This design comes from an exercise in tuning for small area, a short achievable clock period and few clock cycles on the open sky130 flow, not from production work.
In this exercise RTL edits were held to simulation tests only and were not proved equivalent to the original.

Setup of v7:
==> flow/design.v <==
module sipfc_codec (
    input  wire        clk,
    input  wire        rst,
    input  wire        req_valid,
    output wire        req_ready,
    input  wire [11:0] req_word,
    output reg         rsp_valid,
    input  wire        rsp_ready,
    output wire [2:0]  rsp_status,
    output reg  [15:0] rsp_data,
    output reg         rsp_empty,
    output reg         rsp_last,
    output reg         fault
);
    localparam [15:0] SEED  = 16'h147A;
    localparam [7:0]  START = 8'hFE;
    localparam [7:0]  ENDB  = 8'h0D;
    localparam [7:0]  ESC   = 8'hF0;
    localparam [2:0] S0 = 3'd0, S1 = 3'd1, S2 = 3'd2, S3 = 3'd3, S4 = 3'd4, S5 = 3'd5;
    function [15:0] ckstep(input [15:0] v, input [7:0] b);
        reg [7:0] rl, rh;
        reg [9:0] lo;
        begin
            rl = ~{v[6:0], v[15]};
            rh = ~v[14:7];
            lo = {2'b00, rl} + {2'b00, rh} + {2'b00, b};
            case (lo[9:8])
                2'd0:    ckstep = {rh,         lo[7:0]};
                2'd1:    ckstep = {rh + 8'd1,  lo[7:0]};
                default: ckstep = {rh + 8'd2,  lo[7:0]};
            endcase
        end
    endfunction
    reg [15:0] ck;
    reg [15:0] enc_ck;
    reg [7:0]  enc_buf [0:57];    
    reg [6:0]  enc_n;             
    reg [6:0]  enc_len;           
    reg [2:0]  dec_state;
    reg [7:0]  dec_buf [0:63];
    reg [6:0]  dec_len;
    reg        rdy_q;
    reg        a_v;
    reg [7:0]  data;              
    reg        f_ck_init, f_ck_add, f_ck_read, f_enc_add, f_enc_frm,
               f_dec_add, f_dec_frm, f_dec_rst, f_ill;
    reg        d_fe, d_0d, d_f0;
    assign req_ready = rdy_q;
    reg        rsp_st;
    assign rsp_status = {2'b00, rsp_st};
    reg        s_v, s_st, s_empty, s_last;
    reg [15:0] s_data;
    reg        room_q;        
    wire go = room_q;         
    localparam [2:0] P_ST0 = 3'd0, P_ST1 = 3'd1, P_RAW = 3'd2, P_HI = 3'd3,
                     P_LO  = 3'd4, P_E0  = 3'd5, P_E1  = 3'd6;
    reg        enc_str;       
    reg        dec_str;       
    reg [2:0]  eph;           
    reg [6:0]  ptr;           
    reg [7:0]  p_hi, p_lo;    
    reg [7:0]  rd_enc;        
    reg [7:0]  rd_dec;        
    reg        esc;           
    reg  [7:0] enc_rd, dec_rd;
    integer j;
    always @(*) begin
        enc_rd = 8'h00;
        dec_rd = 8'h00;
        for (j = 0; j < 64; j = j + 1) begin
            if (j < 58)
                enc_rd = enc_rd | (enc_buf[j] & {8{p_hi[j / 8] & p_lo[j % 8]}});
            dec_rd = dec_rd | (dec_buf[j] & {8{p_hi[j / 8] & p_lo[j % 8]}});
        end
    end
    wire       raw_last = (ptr == enc_n);
    reg  [7:0] enc_byte;
    always @(*) begin
        case (eph)
            P_RAW:   enc_byte = rd_enc;
            P_HI:    enc_byte = enc_ck[15:8];
            P_LO:    enc_byte = enc_ck[7:0];
            P_E1:    enc_byte = ENDB;
            default: enc_byte = START;
        endcase
    end
    wire [7:0] enc_beat = esc ? ESC : enc_byte;
    wire       enc_last = ~esc & (eph == P_E1);
    wire       dec_lst = (ptr == dec_len);
    wire streaming = enc_str | dec_str;
    wire [6:0] enc_base    = (enc_len == 0) ? 7'd2 : enc_len;
    wire [6:0] enc_add_len = enc_base + (d_fe ? 7'd2 : 7'd1);
    wire       enc_add_ovf = (enc_len == 7'd64) || (enc_len == 7'd63 && d_fe);
    wire       hi_esc = (enc_ck[15:8] == START);
    wire       lo_esc = (enc_ck[7:0] == START);
    wire       enc_frm_ovf = (enc_len > 7'd60) ||
                             (enc_len == 7'd60 && (hi_esc || lo_esc)) ||
                             (enc_len == 7'd59 && hi_esc && lo_esc);
    reg [2:0] dec_nxt;
    reg       dec_app, dec_clr;
    reg       dec_done;
    always @(*) begin
        dec_nxt  = S0;
        dec_app  = 1'b0;
        dec_clr  = (dec_state == S5);
        dec_done = 1'b0;
        case (dec_state)
            S1: dec_nxt = d_fe ? S2 : S0;
            S2: begin
                dec_nxt = d_fe ? S2 : S3;
                dec_app = ~d_fe;
            end
            S3: begin
                dec_nxt = d_fe ? S4 : S3;
                dec_app = ~d_fe;
            end
            S4: begin
                if (d_fe) begin
                    dec_nxt = S2;
                    dec_clr = 1'b1;
                end else if (d_0d) begin
                    dec_nxt  = S5;
                    dec_done = 1'b1;
                end else if (d_f0) begin
                    dec_nxt = S3;
                    dec_app = 1'b1;
                end else begin
                    dec_nxt = S0;
                    dec_clr = 1'b1;
                end
            end
            default: dec_nxt = d_fe ? S1 : S0;    
        endcase
    end
    wire dec_add_ovf = dec_app & dec_len[6];
    wire overflow = (f_enc_add & enc_add_ovf & ~enc_str) |
                    (f_enc_frm & enc_frm_ovf & ~enc_str) |
                    (f_dec_add & dec_add_ovf);
    wire ex = go & a_v & ~streaming & ~overflow;     
    reg        push;
    reg        b_st, b_empty, b_last;
    reg [15:0] b_data;
    always @(*) begin
        push    = 1'b0;
        b_st    = 1'b0;
        b_empty = 1'b1;
        b_last  = 1'b1;
        b_data  = {8'h00, rd_dec};
        if (enc_str) begin
            push    = go;
            b_empty = 1'b0;
            b_last  = enc_last;
            b_data  = {8'h00, enc_beat};
        end else if (dec_str) begin
            push    = go;
            b_empty = 1'b0;
            b_last  = dec_lst;
        end else begin
            push = ex;
            b_st = f_ill;
            if (f_ck_read) begin
                b_empty = 1'b0;
                b_data  = ck;
            end
            if (f_dec_add) begin
                b_empty = 1'b0;
                b_data  = {15'd0, dec_done};
            end
            if (f_dec_frm && dec_len != 0) begin
                b_empty = 1'b0;
                b_last  = dec_lst;
            end
            if (f_enc_frm) begin
                b_empty = 1'b0;
                b_last  = 1'b0;
                b_data  = {8'h00, enc_beat};
            end
        end
    end
    wire enc_adv = go & (enc_str | (a_v & ~dec_str & f_enc_frm & ~enc_frm_ovf));
    wire dec_adv = go & (dec_str | (a_v & ~enc_str & f_dec_frm & dec_len != 0));
    wire ovf_a   = a_v & overflow;
    wire fault_n = fault | ovf_a;
    wire ni_v    = req_valid & rdy_q;
    wire na_v = ~ovf_a & ((a_v & ~ex) | ni_v);
    wire str_n = (enc_adv ? ~enc_last : enc_str) | (dec_adv ? ~dec_lst : dec_str);
    wire a_ld  = ex | ~a_v;
    function [19:0] decode(input [11:0] w);
        reg [3:0] o;
        reg [7:0] d;
        reg       z;
        begin
            o = w[11:8];
            d = w[7:0];
            z = (d == 8'h00);
            decode = {(o == 4'h0) & z, (o == 4'h1), (o == 4'h2) & z, (o == 4'h3),
                      (o == 4'h4) & z, (o == 4'h5), (o == 4'h6) & z, (o == 4'h7) & z,
                      o[3] | (~z & (o == 4'h0 || o == 4'h2 || o == 4'h4 ||
                                    o == 4'h6 || o == 4'h7)),
                      (d == START), (d == ENDB), (d == ESC), d};
        end
    endfunction
    wire [19:0] a_nxt = decode(req_word);
    always @(posedge clk) begin
        if (a_ld)
            {f_ck_init, f_ck_add, f_ck_read, f_enc_add, f_enc_frm, f_dec_add,
             f_dec_frm, f_dec_rst, f_ill, d_fe, d_0d, d_f0, data} <= a_nxt;
        if (rst) begin
            rdy_q <= 1'b1;
            a_v   <= 1'b0;
        end else begin
            a_v   <= na_v;
            rdy_q <= ~fault_n & (~na_v | (room_n & ~str_n));
        end
    end
    wire r_free = ~rsp_valid | rsp_ready;     
    wire room_n = r_free | ~(s_v | push);
    always @(posedge clk) begin
        if (rst) begin
            rsp_valid <= 1'b0;
            s_v       <= 1'b0;
            room_q    <= 1'b1;
        end else begin
            room_q <= room_n;
            if (r_free) begin
                rsp_valid <= s_v | push;
                s_v       <= 1'b0;
            end else begin
                s_v       <= s_v | push;
            end
        end
        if (r_free) begin
            if (s_v) begin
                rsp_st    <= s_st;
                rsp_data  <= s_data;
                rsp_empty <= s_empty;
                rsp_last  <= s_last;
            end else begin
                rsp_st    <= b_st;
                rsp_data  <= b_data;
                rsp_empty <= b_empty;
                rsp_last  <= b_last;
            end
        end
        if (!s_v) begin
            s_st    <= b_st;
            s_data  <= b_data;
            s_empty <= b_empty;
            s_last  <= b_last;
        end
    end
    always @(posedge clk) begin
        if (rst) begin
            enc_str <= 1'b0;
            dec_str <= 1'b0;
            eph     <= P_HI;
            ptr     <= 7'd1;
            p_hi    <= 8'h01;
            p_lo    <= 8'h02;
            esc     <= 1'b0;
        end else begin
            if (enc_adv) begin
                enc_str <= ~enc_last;
                esc     <= 1'b0;
                if (!esc) begin
                    case (eph)
                        P_ST0: eph <= P_ST1;
                        P_ST1: eph <= P_RAW;
                        P_RAW: begin
                            ptr    <= ptr + 7'd1;
                            p_lo   <= {p_lo[6:0], p_lo[7]};
                            if (p_lo[7]) p_hi <= {p_hi[6:0], p_hi[7]};
                            esc    <= (rd_enc == START);
                            if (raw_last) eph <= P_HI;
                        end
                        P_HI: begin
                            eph    <= P_LO;
                            esc    <= hi_esc;
                        end
                        P_LO: begin
                            eph    <= P_E0;
                            esc    <= lo_esc;
                        end
                        P_E0: eph <= P_E1;
                        default: begin       
                            eph <= P_HI;
                            ptr  <= 7'd1;
                            p_hi <= 8'h01;
                            p_lo <= 8'h02;
                        end
                    endcase
                end
            end else if (dec_adv) begin
                dec_str <= ~dec_lst;
                if (dec_lst) begin
                    ptr  <= 7'd1;
                    p_hi <= 8'h01;
                    p_lo <= 8'h02;
                end else begin
                    ptr  <= ptr + 7'd1;
                    p_lo <= {p_lo[6:0], p_lo[7]};
                    if (p_lo[7]) p_hi <= {p_hi[6:0], p_hi[7]};
                end
            end
            if (ex && f_enc_add) eph <= P_ST0;
        end
    end
    wire enc_we = f_enc_add;
    wire dec_we = f_dec_add & ~dec_len[6];
    wire       enc_fetch = enc_adv & ~esc;
    wire [7:0] dec_wbyte = (dec_state == S4) ? START : data;
    wire [7:0] slot0_nxt = (dec_we && dec_len[5:0] == 6'd0) ? dec_wbyte : dec_buf[0];
    always @(posedge clk) begin
        if (enc_fetch && eph == P_ST0)      rd_enc <= enc_buf[0];
        else if (enc_fetch && eph == P_RAW) rd_enc <= enc_rd;
        if (dec_adv && !dec_lst)            rd_dec <= dec_rd;
        else if (!dec_str || dec_adv)       rd_dec <= slot0_nxt;
    end
    integer k;
    wire enc_done = enc_adv & ~esc & (eph == P_E1);
    always @(posedge clk) begin
        if (rst) begin
            ck        <= SEED;
            enc_ck    <= SEED;
            enc_n     <= 7'd0;
            enc_len   <= 7'd0;
            dec_state <= S0;
            dec_len   <= 7'd0;
            fault     <= 1'b0;
        end else begin
            fault <= fault_n;
            if (enc_done) begin
                enc_n   <= 7'd0;
                enc_len <= 7'd0;
                enc_ck  <= SEED;
            end
            if (ex) begin
                if (f_ck_init) ck <= SEED;
                if (f_ck_add)  ck <= ckstep(ck, data);
                if (f_enc_add) begin
                    enc_ck  <= ckstep(enc_ck, data);
                    enc_n   <= enc_n + 7'd1;
                    enc_len <= enc_add_len;
                end
                if (f_dec_add) begin
                    dec_state <= dec_nxt;
                    if (dec_app) dec_len <= dec_len + 7'd1;
                    if (dec_clr) dec_len <= 7'd0;
                end
                if (f_dec_rst) begin
                    dec_state <= S0;
                    dec_len   <= 7'd0;
                end
            end
        end
    end
    always @(posedge clk) begin
        for (k = 0; k < 58; k = k + 1)
            if (enc_we && enc_n[5:0] == k)
                enc_buf[k] <= data;
        for (k = 0; k < 64; k = k + 1)
            if (dec_we && dec_len[5:0] == k)
                dec_buf[k] <= dec_wbyte;
    end
endmodule
export LEC_CHECK = 0
export CAP_MARGIN = 20
export CORE_MARGIN = 2
export CORE_UTILIZATION = 40
export CTS_CLUSTER_DIAMETER = 80
export CTS_CLUSTER_SIZE = 24
export SLEW_MARGIN = 20
create_clock -name core_clock -period 10.0 [get_ports {clk}]
standard.sh (not shown) runs the stock make flow with config.mk's settings and CLKGATE_MAP_FILE= SYNTH_SCRIPT=/design/flow/synth_recipe.tcl, a recipe that flattens the netlist after the stock synthesis.
==> flow/flow/run.sh <==
#!/bin/bash
# Standard ORFS layout (the standard.sh, unchanged synthesis), asking the
# resizer's setup repair for more slack than the clock period needs. The clock
# period and the SDC are the standard flow's.
set -euo pipefail
bash standard.sh SETUP_SLACK_MARGIN=6.9 finish > standard_finish.log 2>&1
v7 closes out successfully: all stages finished, all timing, DRC and antenna checks passed.
Testbench counts of v7, summed over its fixed seeds: cycles 41,225.
--- input diff v7..v15 ---
--- a/flow/design.v
+++ b/flow/design.v
@@ -30,13 +30,13 @@
                 default: ckstep = {rh + 8'd2,  lo[7:0]};
             endcase
         end
     endfunction
     reg [15:0] ck;
     reg [15:0] enc_ck;
-    reg [7:0]  enc_buf [0:57];    
+    reg [7:0]  enc_buf [0:61];    
     reg [6:0]  enc_n;             
     reg [6:0]  enc_len;           
     reg [2:0]  dec_state;
     reg [7:0]  dec_buf [0:63];
     reg [6:0]  dec_len;
     reg        rdy_q;
@@ -58,20 +58,21 @@
     reg        dec_str;       
     reg [2:0]  eph;           
     reg [6:0]  ptr;           
     reg [7:0]  p_hi, p_lo;    
     reg [7:0]  rd_enc;        
     reg [7:0]  rd_dec;        
-    reg        esc;           
+    reg        esc_ok;        
+    wire       esc = esc_ok & (rsp_data[7:0] == START);
     reg  [7:0] enc_rd, dec_rd;
     integer j;
     always @(*) begin
         enc_rd = 8'h00;
         dec_rd = 8'h00;
         for (j = 0; j < 64; j = j + 1) begin
-            if (j < 58)
+            if (j < 62)
                 enc_rd = enc_rd | (enc_buf[j] & {8{p_hi[j / 8] & p_lo[j % 8]}});
             dec_rd = dec_rd | (dec_buf[j] & {8{p_hi[j / 8] & p_lo[j % 8]}});
         end
     end
     wire       raw_last = (ptr == enc_n);
     reg  [7:0] enc_byte;
@@ -254,35 +255,35 @@
             enc_str <= 1'b0;
             dec_str <= 1'b0;
             eph     <= P_HI;
             ptr     <= 7'd1;
             p_hi    <= 8'h01;
             p_lo    <= 8'h02;
-            esc     <= 1'b0;
+            esc_ok  <= 1'b0;
         end else begin
+            if (go) esc_ok <= 1'b0;
             if (enc_adv) begin
                 enc_str <= ~enc_last;
-                esc     <= 1'b0;
                 if (!esc) begin
                     case (eph)
                         P_ST0: eph <= P_ST1;
                         P_ST1: eph <= P_RAW;
                         P_RAW: begin
                             ptr    <= ptr + 7'd1;
                             p_lo   <= {p_lo[6:0], p_lo[7]};
                             if (p_lo[7]) p_hi <= {p_hi[6:0], p_hi[7]};
-                            esc    <= (rd_enc == START);
+                            esc_ok <= 1'b1;
                             if (raw_last) eph <= P_HI;
                         end
                         P_HI: begin
                             eph    <= P_LO;
-                            esc    <= hi_esc;
+                            esc_ok <= 1'b1;
                         end
                         P_LO: begin
                             eph    <= P_E0;
-                            esc    <= lo_esc;
+                            esc_ok <= 1'b1;
                         end
                         P_E0: eph <= P_E1;
                         default: begin       
                             eph <= P_HI;
                             ptr  <= 7'd1;
                             p_hi <= 8'h01;
@@ -352,13 +353,13 @@
                     dec_len   <= 7'd0;
                 end
             end
         end
     end
     always @(posedge clk) begin
-        for (k = 0; k < 58; k = k + 1)
+        for (k = 0; k < 62; k = k + 1)
             if (enc_we && enc_n[5:0] == k)
                 enc_buf[k] <= data;
         for (k = 0; k < 64; k = k + 1)
             if (dec_we && dec_len[5:0] == k)
                 dec_buf[k] <= dec_wbyte;
     end
Findings:
- v15 ran to completion and came out clean on the timing, design-rule and antenna checks.
- Summary of v15 over v7: maximum operating frequency now smaller, number of cells on the critical path comparable.
- Summary of v15 over v7: final standard cell area without fillers climbed about 0.9%, xor/xnor share of the synthesized area level, clock skew decreased 0.0078 ns, final design utilization lost 0.95 points.
- Measured against v7, the routed length on met3 of v15 comes out at 0.853 times the reference value.
- In v15 relative to v7, horizontal die dimension had gone up slightly.
- Critical path endpoint: rsp_data[5] -> v15, rsp_empty -> v7
Testbench counts of v15, summed over its fixed seeds: cycles 41,225.

-- static timing again, ports no longer ideal --
The flow's constraints put no driver on any port. The routed layouts listed below were extracted and timed again, unchanged, in two steps. Step 1 assumes that a clkbuf_16 drives the clock port and a buf_2 every other input. Step 2 also shifts input and output timing later by t, the mid clock arrival at the registers, as if the neighbouring blocks saw the same clock. a / b / c = ideal ports / drivers / drivers and shift; a / b = the first two.
| run | shift t [ns] | setup WS [ns] | clock arrival spread, ns |
|---|---|---|---|
| v7 | 0.776 | 6.772 / 6.698 / 6.198 | 0.055 / 0.055 |
| v15 | 0.770 | 6.694 / 6.620 / 6.281 | 0.047 / 0.047 |
After both steps setup and hold are still met in every run listed. For v7, which loses most, drivers alone change the setup slack by -0.074 ns; drivers and shift together by -0.574 ns.
